This design comes from an exercise in tuning for small area, a short achievable clock period and few clock cycles on the open sky130 flow, not from production work.
RTL that was checked went through simulation tests only; none was proved equivalent to the original.
For runs 3 to 6, only the layout was checked, not whether the RTL still works.
No activity file was given, so power comes from the tool's default toggle rates.

==> design.v <==
module mcproto_core (
    input  wire        clk,
    input  wire        rst,
    input  wire        cmd_valid,
    output wire        cmd_ready,
    input  wire [3:0]  cmd_op,
    input  wire [63:0] cmd_val,
    input  wire [31:0] cmd_x,
    input  wire [31:0] cmd_y,
    input  wire [31:0] cmd_z,
    input  wire [31:0] cmd_ptr,
    input  wire [63:0] cmd_avail,
    input  wire [63:0] cmd_plen,
    input  wire        pin_valid,
    output wire        pin_ready,
    input  wire [7:0]  pin_data,
    output wire        mem_req,
    output wire        mem_we,
    output wire [31:0] mem_addr,
    output wire [7:0]  mem_wdata,
    input  wire        mem_gnt,
    input  wire [7:0]  mem_rdata,
    output wire        rsp_valid,
    output wire [2:0]  rsp_status,
    output wire [63:0] rsp_consumed,
    output wire [63:0] rsp_val,
    output wire [31:0] rsp_x,
    output wire [31:0] rsp_y,
    output wire [31:0] rsp_z,
    output wire        pout_valid,
    output wire [7:0]  pout_data
);
    localparam [2:0] ST_OK  = 3'd0;
    localparam [2:0] ST_BTS = 3'd1;
    localparam [2:0] ST_VTL = 3'd2;
    localparam [2:0] ST_BAD = 3'd7;
    function [3:0] varint_size;
        input [63:0] u;
        integer k;
        begin
            varint_size = 4'd1;
            for (k = 1; k < 10; k = k + 1)
                if ((u >> (7 * k)) != 64'd0)
                    varint_size = k + 1;
        end
    endfunction
    reg         busy_q;         
    reg         rsp_valid_q;
    reg  [2:0]  st_q;
    reg  [32:0] cons_q;         
    reg         val_en_q, pos_en_q, is32_q;
    reg         mem_req_q, mem_we_q;
    reg  [31:0] addr_q;
    reg  [7:0]  wdata_q;
    reg  [63:0] sd_q;           
    reg  [32:0] rw_q;           
    reg  [30:0] cnt_q;          
    reg  [3:0]  grp_q;          
    reg         lneg_q;
    reg         c7_q;           
    reg         k_ev, k_ep, k_ek, k_dv, k_dp, k_dk, k_32;
    reg         ph_a, ph_b, ph_c, ph_k;
    reg         bv_q;           
    reg  [7:0]  b_q;
    reg         pin_ready_q;
    reg         rdv_q;          
    reg         pout_valid_q;
    reg  [7:0]  pout_data_q;
    wire        acc      = cmd_valid & ~busy_q;
    wire        o_encv   = cmd_op == 4'h0;
    wire        o_encl   = cmd_op == 4'h1;
    wire        o_decv   = cmd_op == 4'h2;
    wire        o_decl   = cmd_op == 4'h3;
    wire        o_sizv   = cmd_op == 4'h4;
    wire        o_sizl   = cmd_op == 4'h5;
    wire        o_encp   = cmd_op == 4'h8;
    wire        o_decp   = cmd_op == 4'hA;
    wire        o_enck   = cmd_op == 4'hC;
    wire        o_deck   = cmd_op == 4'hE;
    wire        o_res    = ~(o_encv | o_encl | o_decv | o_decl | o_sizv | o_sizl |
                             o_encp | o_decp | o_enck | o_deck);
    wire        o_enc    = o_encv | o_encl | o_encp | o_enck;
    wire [3:0]  i_size32 = varint_size({32'd0, cmd_val[31:0]});
    wire [3:0]  i_size64 = varint_size(cmd_val);
    wire [32:0] i_ws     = {1'b0, ~(cmd_ptr ^ cmd_avail[31:0])};
    wire [32:0] i_wc     = {cmd_ptr | cmd_avail[31:0], 1'b0};
    wire [33:0] i_wsum   = {1'b0, i_ws} + {1'b0, i_wc};
    wire        i_winbad = (|cmd_avail[63:33]) |
                           (cmd_avail[32] & ((|cmd_ptr) | (|cmd_avail[31:0]))) |
                           (~cmd_avail[32] & i_wsum[33]);
    wire        i_av0    = ~|cmd_avail;
    wire        i_avlt8  = ~|cmd_avail[63:3];
    wire [7:0]  i_lsum   = {1'b0, cmd_plen[6:0]} + {4'd0, i_size32};
    wire        i_c7     = i_lsum[7];
    wire        i_lbig   = (|cmd_plen[63:31]) | (i_c7 & (&cmd_plen[30:7]));
    wire [63:0] i_pos    = {cmd_x[25:0], cmd_y[11:0], cmd_z[25:0]};
    reg  [7:0]  i_wbyte;
    reg  [63:0] i_sd;
    always @(*) begin
        i_wbyte = 8'd0;
        i_sd    = 64'd0;
        if (o_encv) begin
            i_wbyte = {|cmd_val[31:7], cmd_val[6:0]};
            i_sd    = {39'd0, cmd_val[31:7]};
        end else if (o_encl) begin
            i_wbyte = {|cmd_val[63:7], cmd_val[6:0]};
            i_sd    = {7'd0, cmd_val[63:7]};
        end else if (o_encp) begin
            i_wbyte = i_pos[63:56];
            i_sd    = {i_pos[55:0], 8'd0};
        end else if (o_enck) begin
            i_wbyte = {i_c7 | (|cmd_plen[30:7]), i_lsum[6:0]};
            i_sd    = {cmd_val[31:0], 8'd0, cmd_plen[30:7]};
        end
    end
    reg         i_imm;
    reg  [2:0]  i_st;
    reg  [3:0]  i_cons;
    always @(*) begin
        if (o_sizv)
            i_cons = i_size32;
        else if (o_sizl)
            i_cons = i_size64;
        else if (o_decp & i_avlt8 & ~i_winbad)
            i_cons = {1'b0, cmd_avail[2:0]};
        else
            i_cons = 4'd0;
    end
    always @(*) begin
        i_imm  = 1'b1;
        i_st   = ST_OK;
        if (o_res)
            i_st = ST_BAD;
        else if (o_sizv | o_sizl)
            i_st = ST_OK;
        else if (i_winbad)
            i_st = ST_BAD;
        else if (o_enck & i_lbig)
            i_st = ST_VTL;
        else if (i_av0)
            i_st = ST_BTS;
        else if (o_decp & i_avlt8)
            i_st = ST_BTS;
        else
            i_imm = 1'b0;
    end
    wire        perf     = mem_req_q & mem_gnt;           
    wire        take     = pin_valid & pin_ready_q;
    wire        k_enc    = k_ev | k_ep | k_ek;
    wire        rw_one   = rw_q == 33'd1;
    wire        rw_gt0   = |rw_q;
    wire        rw_gt1   = |rw_q[32:1];
    wire        rw_gt2   = (|rw_q[32:2]) | (rw_q[1] & rw_q[0]);
    wire        rw_gt3   = |rw_q[32:2] & ~(rw_q[32:2] == 31'd1 && rw_q[1:0] == 2'd0);
    wire        cnt_zero = ~|cnt_q;
    wire        cnt_one  = cnt_q == 31'd1;
    wire [7:0]  rb       = mem_rdata;
    reg  [63:0] sd_ins;
    integer j;
    always @(*) begin
        sd_ins = sd_q;
        for (j = 0; j < 9; j = j + 1)
            if (grp_q == j)
                sd_ins[7 * j +: 7] = rb[6:0];
        if (grp_q == 4'd9)
            sd_ins[63] = rb[0];
    end
    wire        maxb_hit = k_32 ? (grp_q == 4'd4) : (grp_q == 4'd9);
    wire        e_last   = k_ev ? ~wdata_q[7] :
                           k_ep ? (cons_q[2:0] == 3'd7) :
                           ((ph_b & ~wdata_q[7]) | ph_c) & cnt_zero & ~bv_q;
    wire [1:0]  pend     = {1'b0, mem_req_q} + {1'b0, bv_q};
    wire [2:0]  pend_t   = {1'b0, pend} + {2'd0, take};
    wire        room     = (pend_t == 3'd0) ? rw_gt0 :
                           (pend_t == 3'd1) ? rw_gt1 :
                           (pend_t == 3'd2) ? rw_gt2 : rw_gt3;
    wire        more_pay = take ? ~cnt_one & ~cnt_zero : ~cnt_zero;
    wire [23:0] l_rest   = sd_q[23:0] + {23'd0, c7_q};
    wire        in_take  = ph_c | (ph_b & ~wdata_q[7]);
    task respond;
        input [2:0] st;
        begin
            st_q        <= st;
            rsp_valid_q <= 1'b1;
            busy_q      <= 1'b0;
            mem_req_q   <= 1'b0;
            pin_ready_q <= 1'b0;
        end
    endtask
    always @(posedge clk) begin
        rsp_valid_q  <= 1'b0;
        pout_valid_q <= 1'b0;
        rdv_q        <= 1'b0;
        if (rst) begin
            busy_q      <= 1'b0;
            mem_req_q   <= 1'b0;
            pin_ready_q <= 1'b0;
        end else if (busy_q) begin
            if (k_enc) begin
                if (perf) begin
                    addr_q <= addr_q + 32'd1;
                    cons_q <= cons_q + 33'd1;
                    rw_q   <= rw_q - 33'd1;
                end
                if (perf & (e_last | rw_one)) begin
                    respond(e_last ? ST_OK : ST_BTS);
                end else if (k_ev) begin
                    if (perf) begin
                        wdata_q <= {|sd_q[63:7], sd_q[6:0]};
                        sd_q    <= {7'd0, sd_q[63:7]};
                    end
                end else if (k_ep) begin
                    if (perf) begin
                        wdata_q <= sd_q[63:56];
                        sd_q    <= {sd_q[55:0], 8'd0};
                    end
                end else begin
                    pin_ready_q <= 1'b0;
                    if (ph_a) begin
                        if (perf) begin
                            c7_q <= 1'b0;
                            if (wdata_q[7]) begin
                                wdata_q      <= {|l_rest[23:7], l_rest[6:0]};
                                sd_q[31:0]   <= {15'd0, l_rest[23:7]};
                            end else begin
                                wdata_q <= {|sd_q[63:39], sd_q[38:32]};
                                sd_q    <= {39'd0, sd_q[63:39]};
                                ph_a    <= 1'b0;
                                ph_b    <= 1'b1;
                                pin_ready_q <= ~|sd_q[63:39] & ~cnt_zero & rw_gt2;
                            end
                        end
                    end else if (ph_b & wdata_q[7]) begin
                        if (perf) begin
                            wdata_q <= {|sd_q[63:7], sd_q[6:0]};
                            sd_q    <= {7'd0, sd_q[63:7]};
                            pin_ready_q <= ~|sd_q[63:7] & ~cnt_zero & rw_gt2;
                        end
                    end else begin
                        if (perf) begin
                            ph_b <= 1'b0;
                            ph_c <= 1'b1;
                        end
                        if (take)
                            cnt_q <= cnt_q - 31'd1;
                        if (perf | ~mem_req_q) begin
                            if (bv_q) begin
                                wdata_q   <= b_q;
                                mem_req_q <= 1'b1;
                                bv_q      <= take;
                                b_q       <= pin_data;
                            end else if (take) begin
                                wdata_q   <= pin_data;
                                mem_req_q <= 1'b1;
                            end else begin
                                mem_req_q <= 1'b0;
                            end
                            pin_ready_q <= more_pay & room & ~(bv_q & take);
                        end else begin
                            if (take) begin
                                bv_q <= 1'b1;
                                b_q  <= pin_data;
                            end
                            pin_ready_q <= more_pay & room & ~(bv_q | take);
                        end
                    end
                end
            end else begin
                if (perf)
                    addr_q <= addr_q + 32'd1;
                rdv_q     <= perf;
                mem_req_q <= (rdv_q ? (perf ? rw_gt2 : rw_gt1) : (perf ? rw_gt1 : rw_gt0));
                if (rdv_q & ~ph_k) begin
                    rw_q   <= rw_q - 33'd1;
                    cons_q <= cons_q + 33'd1;
                end
                if (k_dp) begin
                    if (rdv_q) begin
                        sd_q  <= {sd_q[55:0], rb};
                        grp_q <= grp_q + 4'd1;
                        if (grp_q == 4'd7) begin
                            respond(ST_OK);
                            pos_en_q <= 1'b1;
                        end
                    end
                end else if (k_dv | ph_a) begin
                    if (rdv_q) begin
                        sd_q  <= sd_ins;
                        grp_q <= grp_q + 4'd1;
                        if (~rb[7]) begin
                            if (k_dv) begin
                                respond(ST_OK);
                                val_en_q <= 1'b1;
                            end else begin
                                cnt_q  <= sd_ins[30:0];
                                lneg_q <= sd_ins[31];
                                sd_q   <= 64'd0;
                                grp_q  <= 4'd0;
                                ph_a   <= 1'b0;
                                ph_k   <= 1'b1;
                            end
                        end else if (maxb_hit) begin
                            respond(ST_VTL);
                        end else if (rw_one) begin
                            respond(ST_BTS);
                        end
                    end
                end else if (ph_k & (lneg_q | (rw_q < {2'd0, cnt_q}) | cnt_zero)) begin
                    if (~lneg_q & (rw_q < {2'd0, cnt_q})) begin
                        respond(ST_BTS);
                        cons_q <= cons_q + rw_q;
                    end else begin
                        respond(ST_VTL);
                    end
                end else begin
                    if (ph_k) begin
                        ph_k <= 1'b0;
                        ph_b <= 1'b1;
                        if (rdv_q) begin
                            rw_q   <= rw_q - 33'd1;
                            cons_q <= cons_q + 33'd1;
                        end
                    end
                    if (rdv_q) begin
                        cnt_q <= cnt_q - 31'd1;
                        if (ph_k | ph_b) begin
                            sd_q  <= sd_ins;
                            grp_q <= grp_q + 4'd1;
                            if (~rb[7]) begin
                                if (cnt_one) begin
                                    respond(ST_OK);
                                    val_en_q <= 1'b1;
                                end else begin
                                    ph_k <= 1'b0;
                                    ph_b <= 1'b0;
                                    ph_c <= 1'b1;
                                end
                            end else if (grp_q == 4'd4 || cnt_one) begin
                                respond(ST_VTL);
                            end
                        end else begin
                            pout_valid_q <= 1'b1;
                            pout_data_q  <= rb;
                            if (cnt_one) begin
                                respond(ST_OK);
                                val_en_q <= 1'b1;
                            end
                        end
                    end
                end
            end
        end else begin
            addr_q   <= cmd_ptr;
            rw_q     <= cmd_avail[32:0];
            grp_q    <= 4'd0;
            lneg_q   <= 1'b0;
            c7_q     <= i_c7;
            ph_a     <= 1'b1;
            ph_b     <= 1'b0;
            ph_c     <= 1'b0;
            ph_k     <= 1'b0;
            bv_q     <= 1'b0;
            k_ev     <= o_encv | o_encl;
            k_ep     <= o_encp;
            k_ek     <= o_enck;
            k_dv     <= o_decv | o_decl;
            k_dp     <= o_decp;
            k_dk     <= o_deck;
            k_32     <= ~o_decl;
            is32_q   <= ~o_decl;
            val_en_q <= 1'b0;
            pos_en_q <= 1'b0;
            sd_q     <= i_sd;
            wdata_q  <= i_wbyte;
            cnt_q    <= cmd_plen[30:0];
            mem_we_q <= o_enc;
            pin_ready_q <= 1'b0;
            st_q     <= i_st;
            cons_q   <= {29'd0, i_cons};
            rsp_valid_q <= cmd_valid & i_imm;
            busy_q      <= cmd_valid & ~i_imm;
            mem_req_q   <= cmd_valid & ~i_imm;
        end
    end
    assign cmd_ready    = ~busy_q;
    assign pin_ready    = pin_ready_q;
    assign mem_req      = mem_req_q;
    assign mem_we       = mem_we_q;
    assign mem_addr     = addr_q;
    assign mem_wdata    = wdata_q;
    assign rsp_valid    = rsp_valid_q;
    assign rsp_status   = st_q;
    assign rsp_consumed = {31'd0, cons_q};
    assign rsp_val      = ~val_en_q ? 64'd0 :
                          is32_q ? {{32{sd_q[31]}}, sd_q[31:0]} : sd_q;
    assign rsp_x        = pos_en_q ? {{6{sd_q[63]}}, sd_q[63:38]} : 32'd0;
    assign rsp_y        = pos_en_q ? {{20{sd_q[37]}}, sd_q[37:26]} : 32'd0;
    assign rsp_z        = pos_en_q ? {{6{sd_q[25]}}, sd_q[25:0]} : 32'd0;
    assign pout_valid   = pout_valid_q;
    assign pout_data    = pout_data_q;
endmodule
==> flow/run.sh <==
#!/bin/bash
# Standard ORFS layout (bash standard.sh), with two changes to how it is made:
#  - the port buffers are sky130_fd_sc_hd__buf_1 rather than the delay buffer
#    buffer_ports picks by default;
#  - repair_timing aims for 8 ns of setup slack (a 4 ns path) instead of 0.
# The clock period and the constraints are the standard flow's, unchanged.
set -euo pipefail
export BUFFER_PORTS_ARGS="-buffer_cell sky130_fd_sc_hd__buf_1"
export SETUP_SLACK_MARGIN=8
bash standard.sh > standard_make.log 2>&1
==> standard.sh <==
#!/bin/bash
# synth_recipe.tcl (not shown) runs the flow's synth.tcl, then flattens the netlist and writes it again
# the make line also repeats each setting of config.mk as NAME=value (left out here)
make -C /OpenROAD-flow-scripts/flow DESIGN_CONFIG=/design/flow/config.mk WORK_HOME=/design/flow/orfs CLKGATE_MAP_FILE= SYNTH_SCRIPT=/design/flow/synth_recipe.tcl "${@:-finish}"
==> config.mk <==
export PLATFORM = sky130hd
export DESIGN_NAME = mcproto_core
export DESIGN_NICKNAME = mcproto_core
export VERILOG_FILES = /design/flow/design.v
export SDC_FILE = /design/flow/constraint.sdc
export NUM_CORES = 4
export LEC_CHECK = 0
export CAP_MARGIN = 20
export CORE_MARGIN = 2
export CORE_UTILIZATION = 40
export SLEW_MARGIN = 20
==> constraint.sdc <==
create_clock -name core_clock -period 12.0 [get_ports {clk}]
set_input_delay 2.4000 -clock core_clock [delete_from_list [all_inputs] [get_ports {clk}]]
set_output_delay 2.4000 -clock core_clock [all_outputs]
set_load 0.01 [all_outputs]
==> results of run 1 <==
per-layer routing:
metal / vias up / global-route usage / part of all wire / routed length (µm)
li1: 13247 / - / - / -
met4: 4 / 0.178 / 0.062 / 8520
met3: 497 / 0.138 / 0.14 / 19100
met2: 2147 / 0.556 / 0.42 / 58000
met1: 14532 / 0.491 / 0.38 / 52000
met5: - / 0.00427 / 0.00076 / 105
Yosys cell counts, types with 7 or more instances:
cell type and count:
nor2_1 310, o31ai_1 14, nand4_1 55, a22oi_1 15
and4_1 7, mux2i_1 138, or3_1 26, and2_1 114
a21o_1 17, a221oi_1 45, or2_2 10, a41oi_1 7
a21oi_1 321, clkbuf_1 182, a311oi_1 7, a211oi_1 32
and3_1 24, o221ai_1 34, a211o_1 7, nand2_1 286
xor2_1 62, mux2_2 41, inv_1 223, o21a_1 12
o211ai_1 49, o21ai_0 176, nand2b_1 47, nor4_1 74
or4_1 20, edfxtp_1 240, o22ai_1 43, a31oi_1 22
a222oi_1 7, nand3_1 87, buf_1 24, ha_1 140
o31a_1 8, a22o_1 10, nor2b_1 19, xnor2_1 107
buf_4 65, nor3_1 64
stage by stage:
stage                     power [mW]  instance area, µm²  worst slack, ns  cells  hold WS (ns)
after global placement          1.70               28800             6.04   4522         0.497
after floorplan                 1.45               26600             7.30   3341         0.486
after detailed placement        1.71               28800             6.05   4522         0.486
final                           2.96               34700             7.10   4788         0.501
after CTS                       2.86               32900             7.34   4731         0.494
after global routing            3.03               34700             7.10   4785         0.536
kinds of logic after synthesis:
logic type	share of synthesized area
other	0.000144
XOR/XNOR	0.0567
multiplexers	0.0706
AND/OR/NAND/NOR	0.226
AO/OA/AOI/OAI	0.214
buffers and inverters	0.0827
flip-flops	0.281
adder cells (fa/ha/maj)	0.0694
path summary, 6_finish.rpt:
path,start,endpoint
setup / recovery,cmd_val[29],wdata_q[3]$_DFFE_PP_
hold / removal,pin_ready_q$_SDFFE_PP0P_,pin_ready_q$_SDFFE_PP0P_
setup reg to reg,sd_q[0]$_DFFE_PP_,wdata_q[7]$_DFFE_PP_
hold reg to reg,pin_ready_q$_SDFFE_PP0P_,pin_ready_q$_SDFFE_PP0P_
power by group through the flow:
stage	clock network, mW	logic, mW	registers, mW
floorplan	0	0.395	1.05
global placement	0	0.595	1.11
detailed placement	0	0.599	1.11
CTS	1.06	0.734	1.07
global route	1.09	0.865	1.07
finish	1.07	0.821	1.07
sequential cells by signal, summed over array words and instances (netlist names), 3 cells and up:
name / cells
addr_q: 32
b_q: 8
cnt_q: 31
cons_q: 33
grp_q: 4
pout_data_q: 8
rw_q: 33
sd_q: 64
st_q: 3
wdata_q: 8
cell type report:
class	count	share of cell area
antenna	7	0.000505
clock buffer	44	0.0262
clock inverter	17	0.00548
inverter	228	0.0265
multi-input combinational	2597	0.543
sequential	246	0.211
tap	855	0.0308
timing repair buffer	793	0.156
timing repair inverter	1	0.000577
worst min-delay path: stages, from the launching register on:
cell	delay (ns)
dfxtp_1	0.34
nand2_1	0.07
o2bb2ai_1	0.05
timing repair:
item | 4_1_cts | 5_1_grt
pin swaps | 113 | 72
endpoints found under the setup margin | 376 | 310
hold endpoints to repair | 0 | 0
gates cloned | 9 | 13
setup buffers | 139 | 37
resized for setup | 445 | 370
==> flow_summary.yaml, run 1 <==
route:
  wl_per_cell_um: 28.8
  drt_wl_total_um: 138000
  first_pass_iters: 12
  vias_per_cell: 6.35
  via_count: 30427
  ant_nets: 0
  drt_iter0_markers: 4148
  drc: 0
floorplan:
  start_util: 0.405
  ioPinCount: 626
  num_rows: 93
  dieArea_um2: 67300
  die_h_um: 259
  die_w_um: 259
  core-area_um2: 64500
pwr:
  netSwitchingFraction: 0.346
  netSwitchingPower_mw: 1.03
  vdd.ir_drop.worst_v: 0.0000939
  seqPwrFrac: 0.363
  p_per_area_nw_per_um2: 85.3
  p_leak_nw: 13.4
  comb_power_share: 0.277
  clkPwrFrac: 0.360
  power.internal_mw: 1.94
cells_and_area:
  final_cell_mix: "buf_1 (383), nor2_1 (298), nand2_1 (275)"
  final_common_cell: "buf_1"
  fin_util: 0.538
  finalNetCount: 4389
  area_growth_pct: 32.9
  nFillCells: 6166
  seqCellArea_um2: 7330
  drive_above_1_share: 0.220
  multi_input_area_um2: 18800
logic_synthesis:
  synth_edf_count: 240
  syn_area_um2: 26100
  ys.flop_type: "edfxtp_1"
  synth_top_area_frac: 0.276
  async_reset_ff_frac: 0
  yosysWarningCount: 1
  synthTopCellsByArea: "edfxtp_1 (28%), ha_1 (6.7%), a21oi_1 (6.2%)"
  ys_ff_latch: 246
  synth_cell_types: 91
  netlist_instances: 3311
  avgSynthCellArea_um2: 7.89
  synth_area_leader_cell: "edfxtp_1"
  seq_area_frac_synth: 0.281
grt:
  track_usage: 0.379
  grt_max_degree: 160
  overflow: 0
  grt_pass1_wl_um: 189000
  grt_pass1_vias: 27652
  antenna_found_initial: 10
clock_tree:
  clkTransAtPathRegs_ns: 0.06
  cts_tree: "done"
  cts_max_path_buffers: 3
  cts_max_level: 2
  clkSinkCount: 246
  clkLatencyLatePin_ns: 0.58
  hold_buffers: 0
  cts_buffers: 34
  root_buffer: "clkbuf_16"
timing:
  worst_pin_slew_ns: 1.31
  tns_ns: 0
  slew_violations: 0
  min_period_over_period: 0.408
  relSlewSlack: 0.117
  skew_ns: 0.0244
  maxClockFrequency_ghz: 0.204
  setup_viol: 0
  rsz0062_at_grt: "yes"
  hold_viol: 0
  min_period_ns: 4.90
place:
  numPortBuffers: 562
  dp_hpwl_um: 94200
  place_congestion: 0.980
critical_path:
  path_buf_inv: 2
  worst-path-stages: 11
  cp_slowest_stage_delay_ns: 0.57
  worstPathCellList: "buf_8, or3_4, buf_6, nor4_4, ha_1, a21o_1, a21oi_4, xnor2_1, mux2_4, a221oi_4, a21oi_2"
  cp.required_ns: 12.29
  worst_r2r_path_depth: 11
  critPathTopFamily: "compound AO/OA/AOI/OAI gates"
  path_class: "in2reg"
  end_kind: "flip-flop"
  critPathLaunchType: "input port"
  rrSetupSlack_ns: 7.87
  critical_path.max_fanout: 5
  cpMaxStageDelayCell: "a221oi_4"
  arrival_ns: 5.18
job:
  maxCapViolCount: 0
min_path:
  hold_depth: 2
  worstHoldPathType: "reg2reg"
run_status:
  status: "no timing/DRC/antenna violations"
Testbench counts, summed over its fixed seeds: cycles 35,042.
==> run 2, diff against run 1 <==
--- a/flow/run.sh
+++ b/flow/run.sh
@@ -4,3 +4,3 @@
 #    buffer_ports picks by default;
-#  - repair_timing aims for 8 ns of setup slack (a 4 ns path) instead of 0.
+#  - repair_timing aims for 7 ns of setup slack (a 5 ns path) instead of 0.
 # The clock period and the constraints are the standard flow's, unchanged.
@@ -8,3 +8,3 @@
 export BUFFER_PORTS_ARGS="-buffer_cell sky130_fd_sc_hd__buf_1"
-export SETUP_SLACK_MARGIN=8
+export SETUP_SLACK_MARGIN=7
 bash standard.sh > standard_make.log 2>&1
==> flow_summary.yaml, run 2 <==
clock_tree:
  clkLatencyLatePin_ns: 0.57
  clkSinkCount: 246
  clkTransAtPathRegs_ns: 0.06
  cts_max_path_buffers: 3
  cts_buffers: 35
  cts_tree: "done"
  hold_buffers: 0
  root_buffer: "clkbuf_16"
  cts_max_level: 2
critical_path:
  critPathLaunchType: "input port"
  arrival_ns: 5.35
  cp.required_ns: 12.25
  cp_slowest_stage_delay_ns: 1.06
  worstPathCellList: "buf_1, or3_4, or2_2, or2_2, ha_1, mux2_2, a221oi_1, a21oi_1"
  rrSetupSlack_ns: 7.08
  end_kind: "flip-flop"
  cpMaxStageDelayCell: "a221oi_1"
  cp_common_cell: "or2_2"
  path_buf_inv: 1
  path_class: "in2reg"
  critical_path.max_fanout: 4
  critPathTopFamily: "compound AO/OA/AOI/OAI gates"
floorplan:
  start_util: 0.405
  ioPinCount: 626
  core-area_um2: 64500
  die_h_um: 259
  num_rows: 93
  dieArea_um2: 67300
  die_w_um: 259
logic_synthesis:
  yosysMostFrequentCell: "a21oi_1"
  synth_area_leader_cell: "edfxtp_1"
  avgSynthCellArea_um2: 7.89
  async_reset_ff_frac: 0
  synthTopCellsByArea: "edfxtp_1 (28%), ha_1 (6.7%), a21oi_1 (6.2%)"
  synth_cell_types: 91
  netlist_instances: 3311
  ys_ff_latch: 246
  synth_top_area_frac: 0.276
  yosysWarningCount: 1
  seq_area_frac_synth: 0.281
  synthTopCellsByCount: "a21oi_1 (321), nor2_1 (310), nand2_1 (286)"
  synth_edf_count: 240
  syn_area_um2: 26100
  ys.flop_type: "edfxtp_1"
route:
  ant_nets: 0
  wl_per_cell_um: 27.5
  wl_met2_um: 54500
  met1_length_um: 51100
  drt_iter0_markers: 3766
  vias_per_cell: 6.24
  drc: 0
  drt_wl_total_um: 127000
  via_count: 28804
  wl_met3_um: 14900
  top_layer: "met5"
  first_pass_iters: 8
timing:
  worst_pin_slew_ns: 1.32
  slew_violations: 0
  relSlewSlack: 0.120
  rsz0062_at_grt: "yes"
  setup_viol: 0
  maxClockFrequency_ghz: 0.196
  skew_ns: 0.0238
  tns_ns: 0
  min_period_over_period: 0.425
  hold_viol: 0
  min_period_ns: 5.10
cells_and_area:
  drive_above_1_share: 0.0645
  final_common_cell: "buf_1"
  multi_input_area_um2: 17100
  final_cell_mix: "buf_1 (560), a21oi_1 (317), nor2_1 (305)"
  area_growth_pct: 15.1
  largest_reg_flops: 64
  fin_util: 0.466
  final_cell_area_um2: 30100
  finalNetCount: 4216
  largest-register: "sd_q"
  stdcell_count: 4617
  nFillCells: 6824
  top_regs: "sd_q: 64 flops, cons_q: 33 flops, rw_q: 33 flops"
  seqCellArea_um2: 7330
min_path:
  worstHoldPathType: "reg2reg"
pwr:
  p_total_mw: 2.77
  p_per_area_nw_per_um2: 92.3
  p_leak_nw: 11.1
  vdd.ir_drop.worst_v: 0.0000727
job:
  maxCapViolCount: 0
place:
  place_congestion: 0.986
  placed_cells: 4538
  dpl-instance-area_um2: 28700
  numPortBuffers: 562
  dp_hpwl_um: 96000
grt:
  grt_max_degree: 85
  antenna_found_initial: 15
  track_usage: 0.359
  grt_pass1_vias: 26244
  grt_pass1_wl_um: 179000
  overflow: 0
run_status:
  status: "no timing/DRC/antenna violations"
## run 2: final timing paths
path | from | to | cells after the start
worst max-delay path | cmd_val[31] | wdata_q[0]$_DFFE_PP_ | 8
worst min-delay path | pin_ready_q$_SDFFE_PP0P_ | pin_ready_q$_SDFFE_PP0P_ | 2
worst max register to register | rw_q[19]$_DFFE_PP_ | cons_q[32]$_SDFFCE_PN0P_ | 11
worst min register to register | pin_ready_q$_SDFFE_PP0P_ | pin_ready_q$_SDFFE_PP0P_ | 2
## run 2: metal layers
layer / vias up / track usage
met5: - / 0.0185
met4: 8 / 0.150
met3: 370 / 0.107
met2: 1846 / 0.537
met1: 13701 / 0.479
li1: 12879 / -
## run 2: kinds of logic (layout without fill, tap and decap cells)
kind of cell             count (synthesis)  in the layout  share of synthesized area
AO/OA/AOI/OAI                          885            885                      0.214
XOR/XNOR                               169            169                     0.0567
adder cells (fa/ha/maj)                143            143                     0.0694
buffers and inverters                  506            918                     0.0827
flip-flops                             246            246                      0.281
multiplexers                           179            179                     0.0706
other                                    1             40                   0.000144
AND/OR/NAND/NOR                       1182           1182                      0.226
## run 2: through the flow
step / setup slack, ns / hold slack [ns]
2_1_floorplan: 6.38 / 0.486
3_3_place_gp: 5.89 / 0.491
3_5_place_dp: 5.80 / 0.490
4_1_cts: 6.99 / 0.494
5_1_grt: 6.88 / 0.532
6_report: 6.90 / 0.491
## run 2: timing repair
| action | 4_1_cts | 5_1_grt |
|---|---|---|
| gates resized for setup | 19 | 18 |
| setup endpoints to repair | 45 | 16 |
| pin swaps | 2 | 10 |
| buffers inserted | 2 | 5 |
## run 2: power breakdown
group | total, mW | leakage, nW | internal [mW] | switching [mW]
sequential | 1.09 | 2.44 | 0.991 | 0.0987
clock | 1.05 | 0.549 | 0.608 | 0.445
combinational | 0.631 | 8.06 | 0.221 | 0.409
total | 2.77 | 11.1 | 1.82 | 0.953
## run 2: tightest hold or removal path, cell delays in order, from the launching register on
cell	delay (ns)
dfxtp_1	0.33
nand2_1	0.06
o2bb2ai_1	0.05
## run 2: cell type report
| type | instances | share of cell area |
|---|---|---|
| Multi-Input combinational cell | 2589 | 0.568 |
| Inverter | 228 | 0.0286 |
| Antenna cell | 9 | 0.000749 |
| Clock buffer | 42 | 0.0318 |
| Tap cell | 855 | 0.0356 |
| Sequential cell | 246 | 0.244 |
| Clock inverter | 20 | 0.00483 |
| Timing Repair Buffer | 628 | 0.0868 |
==> run 3, diff against run 2 <==
--- a/design.v
+++ b/design.v
@@ -92,3 +92,13 @@
     wire        i_avlt8  = ~|cmd_avail[63:3];
-    wire [7:0]  i_lsum   = {1'b0, cmd_plen[6:0]} + {4'd0, i_size32};
+    wire [4:1]  i_gnz    = {|cmd_val[31:28], |cmd_val[27:21], |cmd_val[20:14], |cmd_val[13:7]};
+    wire [5:1]  i_m1h    = {i_gnz[4], i_gnz[3] & ~i_gnz[4], i_gnz[2] & ~|i_gnz[4:3],
+                            i_gnz[1] & ~|i_gnz[4:2], ~|i_gnz};
+    wire [7:0]  i_ls1    = {1'b0, cmd_plen[6:0]} + 8'd1;
+    wire [7:0]  i_ls2    = {1'b0, cmd_plen[6:0]} + 8'd2;
+    wire [7:0]  i_ls3    = {1'b0, cmd_plen[6:0]} + 8'd3;
+    wire [7:0]  i_ls4    = {1'b0, cmd_plen[6:0]} + 8'd4;
+    wire [7:0]  i_ls5    = {1'b0, cmd_plen[6:0]} + 8'd5;
+    wire [7:0]  i_lsum   = ({8{i_m1h[1]}} & i_ls1) | ({8{i_m1h[2]}} & i_ls2) |
+                           ({8{i_m1h[3]}} & i_ls3) | ({8{i_m1h[4]}} & i_ls4) |
+                           ({8{i_m1h[5]}} & i_ls5);
     wire        i_c7     = i_lsum[7];
@@ -156,2 +166,18 @@
     wire        cnt_one  = cnt_q == 31'd1;
+    function lt64;
+        input [63:0] a, b;
+        reg   [63:0] g, e;
+        integer w, i;
+        begin
+            g = ~a & b;
+            e = ~(a ^ b);
+            for (w = 1; w < 64; w = w * 2)
+                for (i = 0; i + w < 64; i = i + 2 * w) begin
+                    g[i] = g[i + w] | (e[i + w] & g[i]);
+                    e[i] = e[i + w] & e[i];
+                end
+            lt64 = g[0];
+        end
+    endfunction
+    wire        rw_lt_cnt = lt64({31'd0, rw_q}, {33'd0, cnt_q});
     wire [7:0]  rb       = mem_rdata;
@@ -307,4 +333,4 @@
                     end
-                end else if (ph_k & (lneg_q | (rw_q < {2'd0, cnt_q}) | cnt_zero)) begin
-                    if (~lneg_q & (rw_q < {2'd0, cnt_q})) begin
+                end else if (ph_k & (lneg_q | rw_lt_cnt | cnt_zero)) begin
+                    if (~lneg_q & rw_lt_cnt) begin
                         respond(ST_BTS);
==> flow_summary.yaml, run 3 <==
run_status:
  status: "no timing/DRC/antenna violations"
pwr:
  p_total_mw: 2.81
  p_leak_nw: 11.1
  vdd.ir_drop.worst_v: 0.0000963
  p_per_area_nw_per_um2: 92.4
timing:
  tns_ns: 0
  worst_pin_slew_ns: 1.21
  min_period_over_period: 0.416
  skew_ns: 0.0369
  hold_ws_ns: 0.628
  min_period_ns: 4.99
  rsz0062_at_grt: "yes"
  hold_viol: 0
  relSlewSlack: 0.186
  setup_viol: 0
  maxClockFrequency_ghz: 0.200
  layout_setup_ws_ns: 7.01
  slew_violations: 0
floorplan:
  die_w_um: 262
  core-area_um2: 65900
  num_rows: 94
  dieArea_um2: 68600
  ioPinCount: 626
  die_h_um: 262
  start_util: 0.404
route:
  drt_iter0_markers: 4484
  first_pass_iters: 14
  ant_nets: 0
  drc: 0
  drt_wl_total_um: 129000
  vias_per_cell: 6.41
  via_count: 30233
  wl_per_cell_um: 27.3
cells_and_area:
  final_cell_mix: "buf_1 (561), nand2_1 (366), a21oi_1 (295)"
  finalNetCount: 4317
  area_growth_pct: 14.4
  largest_reg_flops: 64
  drive_above_1_share: 0.0506
  largest-register: "sd_q"
  final_common_cell: "buf_1"
  top_regs: "sd_q: 64 flops, cons_q: 33 flops, rw_q: 33 flops"
  nFillCells: 6911
  fin_util: 0.462
critical_path:
  arrival_ns: 5.20
  critical_path.max_fanout: 8
  worst-path-stages: 9
  cpMaxStageDelayCell: "o31ai_1"
  cp.required_ns: 12.20
  path_buf_inv: 2
  critPathTopFamily: "compound AO/OA/AOI/OAI gates"
  path_class: "in2reg"
  end_kind: "flip-flop"
  worst_r2r_path_depth: 11
  worstPathCellList: "buf_1, nor4_1, buf_4, and3_1, o21ai_0, nand2_1, xnor2_1, a221oi_1, o31ai_1"
  critPathLaunchType: "input port"
  cp_slowest_stage_delay_ns: 0.92
clock_tree:
  clkTransAtPathRegs_ns: 0.06
  clkSinkCount: 246
  root_buffer: "clkbuf_16"
  cts_tree: "done"
  hold_buffers: 0
  cts_max_level: 2
  cts_buffers: 34
  clkLatencyLatePin_ns: 0.59
  cts_max_path_buffers: 3
place:
  numPortBuffers: 562
  place_congestion: 1.02
  pre_cts_ws_ns: 6.05
  dp_hpwl_um: 96300
logic_synthesis:
  synth_edf_count: 240
  yosysWarningCount: 1
  ys.flop_type: "edfxtp_1"
  synth_cell_types: 84
  synth_top_area_frac: 0.271
  synth_area_leader_cell: "edfxtp_1"
  avgSynthCellArea_um2: 7.74
  netlist_instances: 3438
  seq_area_frac_synth: 0.275
  syn_area_um2: 26600
  async_reset_ff_frac: 0
  yosysMostFrequentCell: "nand2_1"
  synthTopCellsByCount: "nand2_1 (368), a21oi_1 (301), nor2_1 (255)"
  ys_ff_latch: 246
  synthTopCellsByArea: "edfxtp_1 (27%), ha_1 (6.8%), a21oi_1 (5.7%)"
job:
  maxCapViolCount: 0
grt:
  track_usage: 0.356
  grt_max_degree: 195
  overflow: 0
  antenna_found_initial: 7
  grt_pass1_vias: 26877
  grt_pass1_wl_um: 181000
min_path:
  hold_depth: 2
  worstHoldPathType: "reg2reg"
[run 3: cell types whose count changed in the layout (fill, tap and decap cells not counted), moves of 20 or more]
cell,change
xor2_1,+20
mux2i_1,-48
mux2_2,-28
nand2_1,+83
a21boi_0,+29
xnor2_1,-20
nor3_1,+31
a222oi_1,+28
nor2_1,-55
a21oi_1,-22
[run 3: layout make-up]
type | instances | area [µm²] | share of cell area
well taps | 864 | 1080 | 0.0355
inverters | 222 | 833 | 0.0274
clock buffers | 40 | 905 | 0.0297
repair buffers | 634 | 2680 | 0.0880
diodes | 4 | 10.0 | 0.000329
clock inverters | 21 | 274 | 0.00900
multi-input cells | 2688 | 17300 | 0.569
flip-flops and latches | 246 | 7330 | 0.241
[run 3: metrics by stage]
| stage | cells | instance area, µm² |
|---|---|---|
| floorplan | 3468 | 26800 |
| global placement | 4649 | 29100 |
| detailed placement | 4649 | 29100 |
| CTS | 4712 | 30400 |
| global route | 4718 | 30500 |
| finish | 4719 | 30500 |
[run 3: kinds of logic (layout without fill, tap and decap cells)]
group | count (synthesis) | in the layout | share of synthesized area
buffers and inverters | 534 | 917 | 0.0845
AND/OR/NAND/NOR | 1261 | 1261 | 0.234
other | 1 | 35 | 0.000141
XOR/XNOR | 169 | 169 | 0.0556
flip-flops | 246 | 246 | 0.275
AO/OA/AOI/OAI | 979 | 979 | 0.242
adder cells (fa/ha/maj) | 146 | 146 | 0.0692
multiplexers | 102 | 102 | 0.0389
[run 3: power by group]
group          internal (mW)  switching (mW)  total, mW
clock                  0.673           0.461       1.13
sequential             0.990          0.0912       1.08
combinational          0.209           0.390      0.599
[run 3: repair_timing]
item,CTS,global route
pin swaps,1,4
resized for setup,6,12
setup endpoints to repair,38,17
endpoints found under the hold margin,0,0
setup buffers,2,3
[run 3: tightest hold or removal path: cells and delay by family (launching register included)]
| kind | cells | cell delay, ns |
|---|---|---|
| and+or+nand+nor | 1 | 0.05 |
| DFF | 1 | 0.35 |
| AOI/OAI and AO/OA | 1 | 0.10 |
[run 3: final timing paths]
kind,slack [ns],end,startpoint
min,0.63,st_q[2]$_DFFE_PP_,st_q[2]$_DFFE_PP_
min reg2reg,0.63,st_q[2]$_DFFE_PP_,st_q[2]$_DFFE_PP_
max,7.01,wdata_q[0]$_DFFE_PP_,cmd_val[30]
max reg2reg,7.28,cons_q[1]$_DFFE_PP_,rw_q[29]$_DFFE_PP_
[run 3: metal layers]
metal / GRT usage / vias to the layer above / wire (µm)
li1: - / 13419 / -
met4: 0.130 / 4 / 5390
met5: 0 / - / 30
met3: 0.115 / 358 / 17300
met1: 0.486 / 14359 / 51400
met2: 0.525 / 2093 / 54800
==> run 4, diff against run 3 <==
--- a/config.mk
+++ b/config.mk
@@ -9,3 +9,3 @@
 export CORE_MARGIN = 2
-export CORE_UTILIZATION = 40
+export CORE_UTILIZATION = 55
 export SLEW_MARGIN = 20
==> flow_summary.yaml, run 4 <==
floorplan:
  num_rows: 80
  die_w_um: 224
  core-area_um2: 47700
  ioPinCount: 626
  start_util: 0.558
  dieArea_um2: 50200
  die_h_um: 224
cells_and_area:
  seqCellArea_um2: 7330
  final_common_cell: "buf_1"
  largest-register: "sd_q"
  drive_above_1_share: 0.0498
  largest_reg_flops: 64
  stdcell_count: 4469
  area_growth_pct: 12.7
  nFillCells: 4313
  finalNetCount: 4304
  top_regs: "sd_q: 64 flops, cons_q: 33 flops, rw_q: 33 flops"
  multi_input_area_um2: 17400
  final_cell_mix: "buf_1 (553), nand2_1 (366), a21oi_1 (295)"
critical_path:
  path_buf_inv: 3
  cpMaxStageDelayCell: "or4_4"
  rrSetupSlack_ns: 7.35
  arrival_ns: 5.25
  critPathLaunchType: "input port"
  end_kind: "flip-flop"
  critPathTopFamily: "compound AO/OA/AOI/OAI gates"
  cp_slowest_stage_delay_ns: 0.57
  worstPathCellList: "buf_1, inv_1, ha_1, inv_1, ha_1, nand4b_1, or4_4, a21oi_4, o31a_1, nor4_1, o21ai_0, nand2_1"
  path_class: "in2reg"
  critical_path.max_fanout: 4
  cp.required_ns: 12.28
clock_tree:
  cts_buffers: 34
  cts_max_level: 2
  cts_max_path_buffers: 3
  clkTransAtPathRegs_ns: 0.06
  hold_buffers: 0
  clkLatencyLatePin_ns: 0.57
  clkSinkCount: 246
  root_buffer: "clkbuf_16"
  cts_tree: "done"
route:
  wl_per_cell_um: 28.4
  drc: 0
  vias_per_cell: 7.07
  drt_wl_total_um: 127000
  first_pass_iters: 14
  ant_nets: 0
  via_count: 31576
  drt_iter0_markers: 5677
grt:
  grt_max_degree: 232
  grt_pass1_vias: 29029
  antenna_found_initial: 12
  overflow: 0
  track_usage: 0.480
  grt_pass1_wl_um: 182000
timing:
  relSlewSlack: 0.144
  rsz0062_at_grt: "yes"
  worst_pin_slew_ns: 1.27
  layout_setup_ws_ns: 7.03
  hold_ws_ns: 0.559
  slew_violations: 0
  min_period_over_period: 0.414
  skew_ns: 0.0362
  tns_ns: 0
  hold_viol: 0
  setup_viol: 0
  maxClockFrequency_ghz: 0.201
  min_period_ns: 4.97
logic_synthesis:
  async_reset_ff_frac: 0
  ys.flop_type: "edfxtp_1"
  synthTopCellsByArea: "edfxtp_1 (27%), ha_1 (6.8%), a21oi_1 (5.7%)"
  synth_top_area_frac: 0.271
  ys_ff_latch: 246
  netlist_instances: 3438
  seq_area_frac_synth: 0.275
  avgSynthCellArea_um2: 7.74
  synth_area_leader_cell: "edfxtp_1"
  synthTopCellsByCount: "nand2_1 (368), a21oi_1 (301), nor2_1 (255)"
  yosysWarningCount: 1
  synth_cell_types: 84
  synth_edf_count: 240
  yosysMostFrequentCell: "nand2_1"
  syn_area_um2: 26600
min_path:
  worstHoldPathType: "reg2reg"
place:
  placed_cells: 4386
  place_congestion: 1.03
  dp_hpwl_um: 94300
  numPortBuffers: 562
  pre_cts_ws_ns: 5.95
pwr:
  p_total_mw: 2.70
  vdd.ir_drop.worst_v: 0.000118
  p_leak_nw: 11.0
  p_per_area_nw_per_um2: 89.8
run_status:
  status: "no timing/DRC/antenna violations"
job:
  maxCapViolCount: 0
==> run 4: cell type report <==
cell class,count,area share
Sequential cell,246,0.244
Timing Repair Buffer,621,0.0860
Tap cell,615,0.0256
Clock buffer,47,0.0314
Multi-Input combinational cell,2688,0.580
Antenna cell,16,0.00133
Inverter,222,0.0278
Clock inverter,14,0.00321
==> run 4: path summary, 6_finish.rpt <==
kind / depth (start not counted) / endpoint / from
max: 12 / cons_q[2]$_DFFE_PP_ / cmd_avail[30]
min: 2 / pin_ready_q$_SDFFE_PP0P_ / pin_ready_q$_SDFFE_PP0P_
max reg2reg: 10 / cons_q[2]$_DFFE_PP_ / cnt_q[14]$_DFFE_PP_
min reg2reg: 2 / pin_ready_q$_SDFFE_PP0P_ / pin_ready_q$_SDFFE_PP0P_
==> run 4: logic make-up (layout without fill, tap and decap cells) <==
logic type / Yosys count / count (layout) / share of synthesized area
compound gates: 979 / 979 / 0.242
flops: 246 / 246 / 0.275
xor+xnor: 169 / 169 / 0.0556
buf+inv: 534 / 904 / 0.0845
fa+ha+maj: 146 / 146 / 0.0692
simple gates: 1261 / 1261 / 0.234
other cells: 1 / 47 / 0.000141
mux: 102 / 102 / 0.0389
==> run 4: worst reg2reg max path, delay by kind of cell (launching register included) <==
| kind | cells | cell delay (ns) |
|---|---|---|
| AND/OR/NAND/NOR | 6 | 2.54 |
| flip-flops | 1 | 0.51 |
| buffers and inverters | 1 | 0.22 |
| AO/OA/AOI/OAI | 3 | 1.09 |
==> run 4: layer usage <==
metal | GRT usage | wire length [µm]
met1 | 0.613 | 45700
met2 | 0.687 | 52100
met3 | 0.196 | 20900
met4 | 0.261 | 8220
met5 | 0 | 13
==> run 4: timing repair <==
item	4_1_cts	5_1_grt
setup buffers	2	1
setup endpoints to repair	50	46
hold endpoints to repair	0	0
gates cloned	0	0
gates resized for setup	10	30
pin swaps	3	6
==> run 4: power by group <==
group          internal, mW  switching [mW]
logic                 0.210           0.402
registers             0.991          0.0916
clock network         0.570           0.432
==> run 4: per-stage QoR <==
step	util	instance area, µm²
detailed placement	0.602	28700
floorplan	-	26800
global placement	0.602	28700
global route	0.628	30000
CTS	0.625	29800
finish	0.629	30000
==> run 5, diff against run 4 <==
--- a/flow/run.sh
+++ b/flow/run.sh
@@ -4,3 +4,3 @@
 #    buffer_ports picks by default;
-#  - repair_timing aims for 7 ns of setup slack (a 5 ns path) instead of 0.
+#  - repair_timing aims for 6.5 ns of setup slack (a 5.5 ns path) instead of 0.
 # The clock period and the constraints are the standard flow's, unchanged.
@@ -8,3 +8,3 @@
 export BUFFER_PORTS_ARGS="-buffer_cell sky130_fd_sc_hd__buf_1"
-export SETUP_SLACK_MARGIN=7
+export SETUP_SLACK_MARGIN=6.5
 bash standard.sh > standard_make.log 2>&1
--- a/config.mk
+++ b/config.mk
@@ -9,3 +9,3 @@
 export CORE_MARGIN = 2
-export CORE_UTILIZATION = 55
+export CORE_UTILIZATION = 40
 export SLEW_MARGIN = 20
==> flow_summary.yaml, run 5 <==
run_status:
  status: "no timing/DRC/antenna violations"
cells_and_area:
  drive_above_1_share: 0.0452
  top_regs: "sd_q: 64 flops, cons_q: 33 flops, rw_q: 33 flops"
  final_cell_mix: "buf_1 (562), nand2_1 (367), a21oi_1 (298)"
  finalNetCount: 4316
  area_growth_pct: 13.8
  final_common_cell: "buf_1"
  largest_reg_flops: 64
  final_cell_area_um2: 30300
  fin_util: 0.460
  largest-register: "sd_q"
floorplan:
  die_w_um: 262
  ioPinCount: 626
  start_util: 0.404
  core-area_um2: 65900
  die_h_um: 262
  dieArea_um2: 68600
  num_rows: 94
timing:
  min_period_ns: 5.31
  min_period_over_period: 0.442
  tns_ns: 0
  relSlewSlack: 0.237
  maxClockFrequency_ghz: 0.188
  setup_viol: 0
  worst_pin_slew_ns: 1.14
  hold_ws_ns: 0.595
  skew_ns: 0.0301
  slew_violations: 0
  rsz0062_at_grt: "no"
  hold_viol: 0
clock_tree:
  cts_max_level: 2
  cts_tree: "done"
  clkSinkCount: 246
  cts_buffers: 34
  root_buffer: "clkbuf_16"
  cts_max_path_buffers: 3
  clkLatencyLatePin_ns: 0.59
  clkTransAtPathRegs_ns: 0.06
  hold_buffers: 0
critical_path:
  path_class: "in2reg"
  arrival_ns: 5.70
  cp.required_ns: 12.39
  end_kind: "flip-flop"
  critical_path.max_fanout: 3
  critPathLaunchType: "input port"
route:
  drt_wl_total_um: 130000
  vias_per_cell: 6.41
  drt_iter0_markers: 4583
  drc: 0
  ant_nets: 0
  wl_per_cell_um: 27.5
  first_pass_iters: 10
  via_count: 30257
logic_synthesis:
  async_reset_ff_frac: 0
  yosysWarningCount: 1
  syn_area_um2: 26600
  synth_area_leader_cell: "edfxtp_1"
  ys.flop_type: "edfxtp_1"
  avgSynthCellArea_um2: 7.74
  netlist_instances: 3438
  synth_top_area_frac: 0.271
  seq_area_frac_synth: 0.275
  synth_edf_count: 240
  synthTopCellsByArea: "edfxtp_1 (27%), ha_1 (6.8%), a21oi_1 (5.7%)"
  yosysMostFrequentCell: "nand2_1"
  synthTopCellsByCount: "nand2_1 (368), a21oi_1 (301), nor2_1 (255)"
  ys_ff_latch: 246
  synth_cell_types: 84
place:
  numPortBuffers: 562
  dpl-instance-area_um2: 29200
  place_congestion: 0.983
  dp_hpwl_um: 96300
grt:
  antenna_found_initial: 7
  overflow: 0
  grt_pass1_wl_um: 183000
  grt_max_degree: 171
  grt_pass1_vias: 27357
  track_usage: 0.360
pwr:
  p_per_area_nw_per_um2: 90.7
  p_leak_nw: 11.0
  vdd.ir_drop.worst_v: 0.0000805
min_path:
  worstHoldPathType: "reg2reg"
job:
  maxCapViolCount: 0
==> run 5: cell count changes in the layout (fill, tap and decap cells not counted), moves of 3 or more <==
cell,previous run,this run
diode_2,16,2
buf_4,53,68
clkbuf_1,10,7
a21oi_1,295,298
nor3_1,89,92
bufinv_16,1,4
clkbuf_2,9,0
buf_1,553,562
==> run 5: metal layers <==
layer,up-vias,GRT usage,part of all wire
met4,12,0.131,0.040
met1,14349,0.496,0.40
met5,-,0,0.00058
met3,357,0.111,0.13
met2,2091,0.529,0.43
li1,13448,-,-
==> run 5: cell type report <==
type	instances	area (µm²)
timing repair buffer	633	2650
sequential	246	7330
clock buffer	41	877
fill	6849	35600
antenna	2	5.00
inverter	222	833
tap	864	1080
multi-input combinational	2688	17300
clock inverter	21	226
==> run 5: path summary, 6_finish.rpt <==
| check | endpoint | depth (start not counted) | from | slack (ns) |
|---|---|---|---|---|
| worst max-delay path | cons_q[0]$_DFFE_PP_ | 8 | cmd_val[49] | 6.69 |
| worst min-delay path | pin_ready_q$_SDFFE_PP0P_ | 2 | pin_ready_q$_SDFFE_PP0P_ | 0.59 |
| worst max register to register | rw_q[32]$_DFFE_PP_ | 11 | rw_q[2]$_DFFE_PP_ | 7.03 |
| worst min register to register | pin_ready_q$_SDFFE_PP0P_ | 2 | pin_ready_q$_SDFFE_PP0P_ | 0.59 |
==> run 5: cell families (layout without fill, tap and decap cells) <==
family,after synthesis,count (layout),synth area share
fa+ha+maj,146,146,0.0692
buf+inv,534,917,0.0845
mux,102,102,0.0389
compound gates,979,979,0.242
flops,246,246,0.275
other cells,1,33,0.000141
simple gates,1261,1261,0.234
xor+xnor,169,169,0.0556
==> run 5: power by group <==
group          internal, mW  total [mW]  leakage [nW]  switching, mW
combinational         0.208       0.601          7.93          0.393
sequential            0.990        1.08          2.51         0.0899
clock                 0.612        1.07         0.537          0.455
==> run 5: stage by stage <==
step                cells  setup WS (ns)  power, mW
global route         4716           6.51       2.83
detailed placement   4652           6.03       1.67
global placement     4651           5.65       1.67
floorplan            3468           6.65       1.42
CTS                  4714           6.59       2.73
finish               4717           6.69       2.75
==> run 5: timing repair <==
action,in CTS,in global routing
gates resized for setup,0,1
endpoints found under the setup margin,0,1
buffers inserted,0,0
==> run 5: worst max-delay path: stages <==
cell and delay, ns:
buf_1 0.12, nor4_1 0.51, nand4_1 0.33, nor3_1 0.58
o41ai_1 0.17, a2111oi_1 0.98, a211oi_1 0.26, o311ai_1 0.33
==> run 6, diff against run 5 <==
--- a/flow/run.sh
+++ b/flow/run.sh
@@ -4,3 +4,3 @@
 #    buffer_ports picks by default;
-#  - repair_timing aims for 6.5 ns of setup slack (a 5.5 ns path) instead of 0.
+#  - repair_timing aims for 7.5 ns of setup slack (a 4.5 ns path) instead of 0.
 # The clock period and the constraints are the standard flow's, unchanged.
@@ -8,3 +8,3 @@
 export BUFFER_PORTS_ARGS="-buffer_cell sky130_fd_sc_hd__buf_1"
-export SETUP_SLACK_MARGIN=6.5
+export SETUP_SLACK_MARGIN=7.5
 bash standard.sh > standard_make.log 2>&1
==> flow_summary.yaml, run 6 <==
cells_and_area:
  final_common_cell: "buf_1"
  final_cell_area_um2: 31300
  fin_util: 0.476
  largest_reg_flops: 64
  finalNetCount: 4331
  largest-register: "sd_q"
  multi_input_area_um2: 18000
  seqCellArea_um2: 7330
  final_cell_mix: "buf_1 (514), nand2_1 (366), a21oi_1 (292)"
  nFillCells: 6680
  top_regs: "sd_q: 64 flops, cons_q: 33 flops, rw_q: 33 flops"
  drive_above_1_share: 0.0911
  area_growth_pct: 17.6
critical_path:
  arrival_ns: 4.89
  endpoint: "st_q[0]$_DFFE_PP_"
  worst_r2r_path_depth: 9
  worst-path-stages: 15
  end_kind: "flip-flop"
  critical_path.max_fanout: 3
  critPathTopFamily: "compound AO/OA/AOI/OAI gates"
  startpoint: "cmd_ptr[10]"
  cpMaxStageDelayCell: "a211o_1"
  rrSetupSlack_ns: 7.68
  cp_slowest_stage_delay_ns: 0.31
  path_class: "in2reg"
  rr_startpoint: "rw_q[5]$_DFFE_PP_"
  critPathLaunchType: "input port"
  path_buf_inv: 5
  cp.required_ns: 12.29
  worstPathCellList: "buf_4, inv_1, ha_1, inv_1, ha_1, a21o_1, a21o_1, a21oi_2, nand2_1, o31a_1, buf_6, nor3_4, buf_12, o21ai_1, a211o_1"
  r2r_end: "st_q[2]$_DFFE_PP_"
logic_synthesis:
  synth_cell_types: 84
  yosysMostFrequentCell: "nand2_1"
  netlist_instances: 3438
  ys.flop_type: "edfxtp_1"
  synth_top_area_frac: 0.271
  synthTopCellsByCount: "nand2_1 (368), a21oi_1 (301), nor2_1 (255)"
  async_reset_ff_frac: 0
  synthTopCellsByArea: "edfxtp_1 (27%), ha_1 (6.8%), a21oi_1 (5.7%)"
  syn_area_um2: 26600
  synth_area_leader_cell: "edfxtp_1"
  avgSynthCellArea_um2: 7.74
  ys_ff_latch: 246
  yosysWarningCount: 1
  synth_edf_count: 240
  seq_area_frac_synth: 0.275
timing:
  relSlewSlack: 0.219
  tns_ns: 0
  skew_ns: 0.0428
  hold_viol: 0
  rsz0062_at_grt: "yes"
  maxClockFrequency_ghz: 0.217
  min_period_over_period: 0.383
  slew_violations: 0
  worst_pin_slew_ns: 1.17
  layout_setup_ws_ns: 7.40
  setup_viol: 0
  min_period_ns: 4.60
clock_tree:
  cts_max_level: 2
  clkSinkCount: 246
  clkTransAtPathRegs_ns: 0.06
  root_buffer: "clkbuf_16"
  cts_buffers: 35
  cts_tree: "done"
  clkLatencyLatePin_ns: 0.58
  cts_max_path_buffers: 3
min_path:
  worstHoldPathType: "reg2reg"
floorplan:
  ioPinCount: 626
  dieArea_um2: 68600
  num_rows: 94
  die_w_um: 262
  core-area_um2: 65900
  die_h_um: 262
  start_util: 0.404
route:
  drt_wl_total_um: 129000
  drc: 0
  ant_nets: 0
  vias_per_cell: 6.39
  via_count: 30263
  drt_iter0_markers: 4752
  wl_per_cell_um: 27.2
  first_pass_iters: 10
place:
  dp_hpwl_um: 96400
  pre_cts_ws_ns: 6.04
  numPortBuffers: 562
  place_congestion: 1.02
  dpl-instance-area_um2: 29400
pwr:
  p_total_mw: 2.76
  p_per_area_nw_per_um2: 88.1
  p_leak_nw: 11.3
  vdd.ir_drop.worst_v: 0.0000876
job:
  maxCapViolCount: 0
grt:
  track_usage: 0.355
  grt_pass1_wl_um: 181000
  grt_pass1_vias: 26999
  antenna_found_initial: 9
  grt_max_degree: 82
  overflow: 0
run_status:
  status: "no timing/DRC/antenna violations"
==> run 6: power by group <==
part	internal, mW	switching (mW)
clock	0.587	0.448
sequential	0.990	0.0879
combinational	0.234	0.412
total	1.81	0.948
==> run 6: logic make-up (layout without fill, tap and decap cells) <==
family                     count (synthesis)  in the layout  synth area share
AOI/OAI and AO/OA                        979            979             0.242
DFF                                      246            246             0.275
muxes                                    102            102            0.0389
adders and majority gates                146            146            0.0692
and+or+nand+nor                         1261           1261             0.234
other                                      1             37          0.000141
xor gates and xnor gates                 169            169            0.0556
buffers and inverters                    534            931            0.0845
==> run 6: worst reg2reg max path, cell delays in order (launching register included) <==
cell      delay, ns
edfxtp_1       0.51
or4_1          0.52
or4_1          0.57
or4_1          0.72
nor2_2         0.37
o21ai_1        0.16
and2_1         0.35
a21oi_1        0.20
o21ai_0        0.14
a211oi_2       0.41
==> run 6: per-stage QoR <==
step                cells  hold WS [ns]
global route         4733         0.602
finish               4735         0.584
floorplan            3468         0.445
global placement     4648         0.587
detailed placement   4650         0.579
CTS                  4723         0.586
==> run 6: layout make-up <==
cell class	instances	area share
antenna	6	0.000479
clock buffer	47	0.0307
inverter	222	0.0279
clock inverter	15	0.00392
timing repair buffer	647	0.0947
multi-input combinational	2688	0.574
sequential	246	0.234
tap	864	0.0345
==> run 6: how the worst min path moves through the flow <==
| stage | startpoint | depth (start not counted) | endpoint | slack (ns) |
|---|---|---|---|---|
| after floorplan | busy_q$_SDFF_PP0_ | 0 | ph_c$_SDFFCE_PN0P_ | 0.45 |
| after global placement | val_en_q$_SDFFCE_PN0P_ | 2 | val_en_q$_SDFFCE_PN0P_ | 0.59 |
| after detailed placement | pin_ready_q$_SDFFE_PP0P_ | 2 | pin_ready_q$_SDFFE_PP0P_ | 0.58 |
| after CTS | pin_ready_q$_SDFFE_PP0P_ | 2 | pin_ready_q$_SDFFE_PP0P_ | 0.59 |
| after global routing | pin_ready_q$_SDFFE_PP0P_ | 2 | pin_ready_q$_SDFFE_PP0P_ | 0.60 |
| final | pin_ready_q$_SDFFE_PP0P_ | 2 | pin_ready_q$_SDFFE_PP0P_ | 0.58 |
==> run 6: per-layer routing <==
layer | part of all wire | GRT usage | vias up
met1 | 0.40 | 0.488 | 14336
met2 | 0.42 | 0.522 | 2082
met3 | 0.13 | 0.111 | 367
li1 | - | - | 13470
met5 | 0.00033 | 0 | -
met4 | 0.042 | 0.129 | 8
==> run 6: timing repair <==
| item | in CTS | in global routing |
|---|---|---|
| setup endpoints to repair | 78 | 52 |
| hold buffers | 0 | 0 |
| pin swaps | 17 | 22 |
| gates resized for setup | 98 | 91 |
| setup buffers | 11 | 6 |
==> run 7, diff against run 6 <==
--- a/design.v
+++ b/design.v
@@ -86,6 +86,21 @@
     wire [32:0] i_wc     = {cmd_ptr | cmd_avail[31:0], 1'b0};
-    wire [33:0] i_wsum   = {1'b0, i_ws} + {1'b0, i_wc};
+    function cout33;      
+        input [32:0] a, b;
+        reg   [63:0] g, p;
+        integer w, i;
+        begin
+            g = {31'd0, a & b};
+            p = {{31{1'b1}}, a | b};
+            for (w = 1; w < 64; w = w * 2)
+                for (i = 0; i + w < 64; i = i + 2 * w) begin
+                    g[i] = g[i + w] | (p[i + w] & g[i]);
+                    p[i] = p[i + w] & p[i];
+                end
+            cout33 = g[0];
+        end
+    endfunction
+    wire        i_wcarry = cout33(i_ws, i_wc);
     wire        i_winbad = (|cmd_avail[63:33]) |
                            (cmd_avail[32] & ((|cmd_ptr) | (|cmd_avail[31:0]))) |
-                           (~cmd_avail[32] & i_wsum[33]);
+                           (~cmd_avail[32] & i_wcarry);
     wire        i_av0    = ~|cmd_avail;
@@ -240,3 +255,3 @@
                         wdata_q <= sd_q[63:56];
-                        sd_q    <= {sd_q[55:0], 8'd0};
+                        sd_q    <= {sd_q[55:0], rb};
                     end
@@ -336,3 +351,3 @@
                         respond(ST_BTS);
-                        cons_q <= cons_q + rw_q;
+                        cons_q <= rw_q + {30'd0, cons_q[2:0]};    
                     end else begin
--- a/config.mk
+++ b/config.mk
@@ -10,2 +10,3 @@
 export CORE_UTILIZATION = 40
+export CTS_BUF_LIST = sky130_fd_sc_hd__clkbuf_4 sky130_fd_sc_hd__clkbuf_8
 export SLEW_MARGIN = 20
==> flow_summary.yaml, run 7 <==
logic_synthesis:
  synth_edf_count: 240
  synth_area_leader_cell: "edfxtp_1"
  yosysWarningCount: 1
  netlist_instances: 3257
  synthTopCellsByArea: "edfxtp_1 (28%), nand2_1 (5.4%), a21oi_1 (4.5%)"
  yosysMostFrequentCell: "nand2_1"
  synth_top_area_frac: 0.283
  seq_area_frac_synth: 0.288
  async_reset_ff_frac: 0
  ys_ff_latch: 246
  ys.flop_type: "edfxtp_1"
  synth_cell_types: 94
  avgSynthCellArea_um2: 7.82
  synthTopCellsByCount: "nand2_1 (366), nor2_1 (257), edfxtp_1 (240)"
  syn_area_um2: 25500
pwr:
  netSwitchingPower_uw: 936
  netSwitchingFraction: 0.352
  p_leak_nw: 10.1
  power.internal_mw: 1.72
  comb_power_share: 0.218
  seqPwrFrac: 0.414
  clkPwrFrac: 0.369
  p_per_area_nw_per_um2: 90.6
  vdd.ir_drop.worst_v: 0.0000759
critical_path:
  cpMaxStageDelayCell: "or4_1"
  r2r_end: "sd_q[48]$_DFFE_PP_"
  path_class: "in2reg"
  critical_path.max_fanout: 5
  worst_r2r_path_depth: 9
  worstPathCellList: "buf_1, or4_1, or3_1, nor2_1, nand2_1, o211ai_1, a222oi_1, clkbuf_4, o22ai_1"
  startpoint: "cmd_val[28]"
  rr_startpoint: "rw_q[10]$_DFFE_PP_"
  cp.required_ns: 12.53
  cp_slowest_stage_delay_ns: 0.69
  rrSetupSlack_ns: 7.76
  end_kind: "flip-flop"
  arrival_ns: 5.02
  critPathLaunchType: "input port"
  endpoint: "wdata_q[2]$_DFFE_PP_"
floorplan:
  start_util: 0.405
  die_w_um: 256
  dieArea_um2: 65700
  core-area_um2: 63000
  ioPinCount: 626
  die_h_um: 256
  num_rows: 92
clock_tree:
  cts_tree: "done"
  cts_buffers: 50
  clkTransAtPathRegs_ns: 0.06
  root_buffer: "clkbuf_8"
  cts_max_path_buffers: 3
  clkSinkCount: 246
  cts_max_level: 2
  clkLatencyLatePin_ns: 0.72
timing:
  rsz0062_at_grt: "no"
  maxClockFrequency_ghz: 0.223
  slew_violations: 0
  setup_viol: 0
  min_period_ns: 4.49
  hold_viol: 0
  skew_ns: 0.0821
  tns_ns: 0
  min_period_over_period: 0.375
  worst_pin_slew_ns: 1.15
  relSlewSlack: 0.234
route:
  drt_wl_total_um: 125000
  vias_per_cell: 6.43
  drt_iter0_markers: 4561
  wl_per_cell_um: 27.5
  ant_nets: 0
  drc: 0
  first_pass_iters: 9
  via_count: 29136
grt:
  grt_pass1_vias: 26315
  grt_max_degree: 149
  antenna_found_initial: 12
  grt_pass1_wl_um: 179000
  track_usage: 0.360
  gr-usage-met1: 0.482
  grt_use_met2: 0.522
  overflow: 0
  top_usage_layer: "met2"
  grtUsageMet3: 0.105
cells_and_area:
  seqCellArea_um2: 7330
  final_common_cell: "buf_1"
  multi_input_area_um2: 16700
  final_cell_area_um2: 29400
  largest-register: "sd_q"
  area_growth_pct: 15.3
  drive_above_1_share: 0.0722
  finalNetCount: 4072
  top_regs: "sd_q: 64 flops, cons_q: 33 flops, rw_q: 33 flops"
  final_cell_mix: "buf_1 (540), nand2_1 (360), nor2_1 (255)"
  largest_reg_flops: 64
  nFillCells: 6518
place:
  dpl-instance-area_um2: 27900
  place_congestion: 1.01
  numPortBuffers: 562
  dp_hpwl_um: 91900
run_status:
  status: "no timing/DRC/antenna violations"
job:
  maxCapViolCount: 0
min_path:
  worstHoldPathType: "reg2reg"
-- run 7: changes by cell type in the layout (fill, tap and decap cells not counted), moves of 28 or more --
cell	previous run	this run
ha_1	119	79
buf_4	88	53
clkbuf_16	36	0
clkbuf_8	2	51
a21oi_1	292	219
a31oi_1	27	55
inv_1	179	148
-- run 7: critical path: cells and delay by family --
family / cells / cell delay [ns]
and+or+nand+nor: 4 / 1.52
AOI/OAI and AO/OA: 3 / 0.62
buffers and inverters: 2 / 0.46
-- run 7: kinds of logic (layout without fill, tap and decap cells) --
family	Yosys count	count (layout)	synth area share
and+or+nand+nor	1229	1229	0.239
AOI/OAI and AO/OA	930	930	0.244
buffers and inverters	473	868	0.0801
DFF	246	246	0.288
xor gates and xnor gates	170	170	0.0585
muxes	121	121	0.0482
adders and majority gates	87	87	0.0433
other	1	36	0.000147
-- run 7: area by class of cell --
type | instances | area share
well taps | 846 | 0.0360
diodes | 5 | 0.000426
clock inverters | 27 | 0.00771
clock buffers | 67 | 0.0280
inverters | 157 | 0.0205
repair buffers | 617 | 0.0890
flip-flops and latches | 246 | 0.250
multi-input cells | 2568 | 0.569
-- run 7: worst min-delay path by stage --
stage                                         from                  endpoint  cells after the start
after floorplan                  busy_q$_SDFF_PP0_        ph_c$_SDFFCE_PN0P_                      0
after global placement    pin_ready_q$_SDFFE_PP0P_  pin_ready_q$_SDFFE_PP0P_                      2
after detailed placement  pin_ready_q$_SDFFE_PP0P_  pin_ready_q$_SDFFE_PP0P_                      2
after CTS                 pin_ready_q$_SDFFE_PP0P_  pin_ready_q$_SDFFE_PP0P_                      2
after global routing      pin_ready_q$_SDFFE_PP0P_  pin_ready_q$_SDFFE_PP0P_                      2
final                     pin_ready_q$_SDFFE_PP0P_  pin_ready_q$_SDFFE_PP0P_                      2
-- run 7: what timing repair did --
item	in CTS	in global routing
hold buffers	0	0
endpoints found under the setup margin	110	120
pin swaps	6	16
gates resized for setup	27	78
cloned	0	0
buffers inserted	0	4
-- run 7: per-layer routing --
| metal | vias to the layer above | wire length (µm) | share of wire |
|---|---|---|---|
| met5 | - | 131 | 0.0011 |
| met4 | 14 | 7730 | 0.062 |
| met3 | 435 | 16600 | 0.13 |
| met2 | 2117 | 51900 | 0.42 |
| met1 | 13738 | 48300 | 0.39 |
| li1 | 12832 | - | - |
-- run 7: power groups by stage --
stage	Clock [mW]	Sequential (mW)	Combinational, mW
3_3_place_gp	0	1.11	0.539
5_1_grt	1.01	1.10	0.615
2_1_floorplan	0	1.06	0.348
3_5_place_dp	0	1.11	0.542
6_report	0.980	1.10	0.579
4_1_cts	0.977	1.09	0.549
-- run 7: stage by stage --
| step | std cells | setup WS, ns | util | hold slack, ns | power [mW] |
|---|---|---|---|---|---|
| floorplan | 3287 | 7.13 | - | 0.445 | 1.40 |
| global placement | 4429 | 6.13 | 0.442 | 0.519 | 1.65 |
| detailed placement | 4429 | 6.12 | 0.443 | 0.528 | 1.65 |
| CTS | 4523 | 7.36 | 0.461 | 0.536 | 2.62 |
| global route | 4533 | 7.47 | 0.466 | 0.557 | 2.73 |
| finish | 4533 | 7.51 | 0.466 | 0.524 | 2.66 |
Testbench counts of run 7, summed over its fixed seeds: cycles 35,042.

## afterwards: timing with drivers on the ports
How much do the figures lean on ideal ports? The routed layouts below were timed once more, with nothing changed but the port constraints. Step 1: set_driving_cell puts a clkbuf_16 on clk and a buf_2 on each other input, an assumption about the parent block. Step 2 times the ports against the registers' clock, not the clock port: input delays grow and output delays shrink by t, the midpoint of the rising clock arrivals with the driver on. a / b / c = ideal ports / drivers / drivers and shift; a / b = the first two.
| run | t, ns | slack for setup (ns) |
|---|---|---|
| run 1 | 0.615 | 7.104 / 7.109 / 6.493 |
| run 2 | 0.627 | 6.899 / 6.939 / 6.311 |
| run 3 | 0.641 | 7.008 / 7.057 / 6.416 |
| run 4 | 0.612 | 7.029 / 7.066 / 6.454 |
| run 5 | 0.641 | 6.690 / 6.737 / 6.095 |
| run 6 | 0.626 | 7.401 / 7.437 / 6.811 |
| run 7 | 0.739 | 7.506 / 7.470 / 6.801 |
After both steps setup and hold are still met in every run listed.
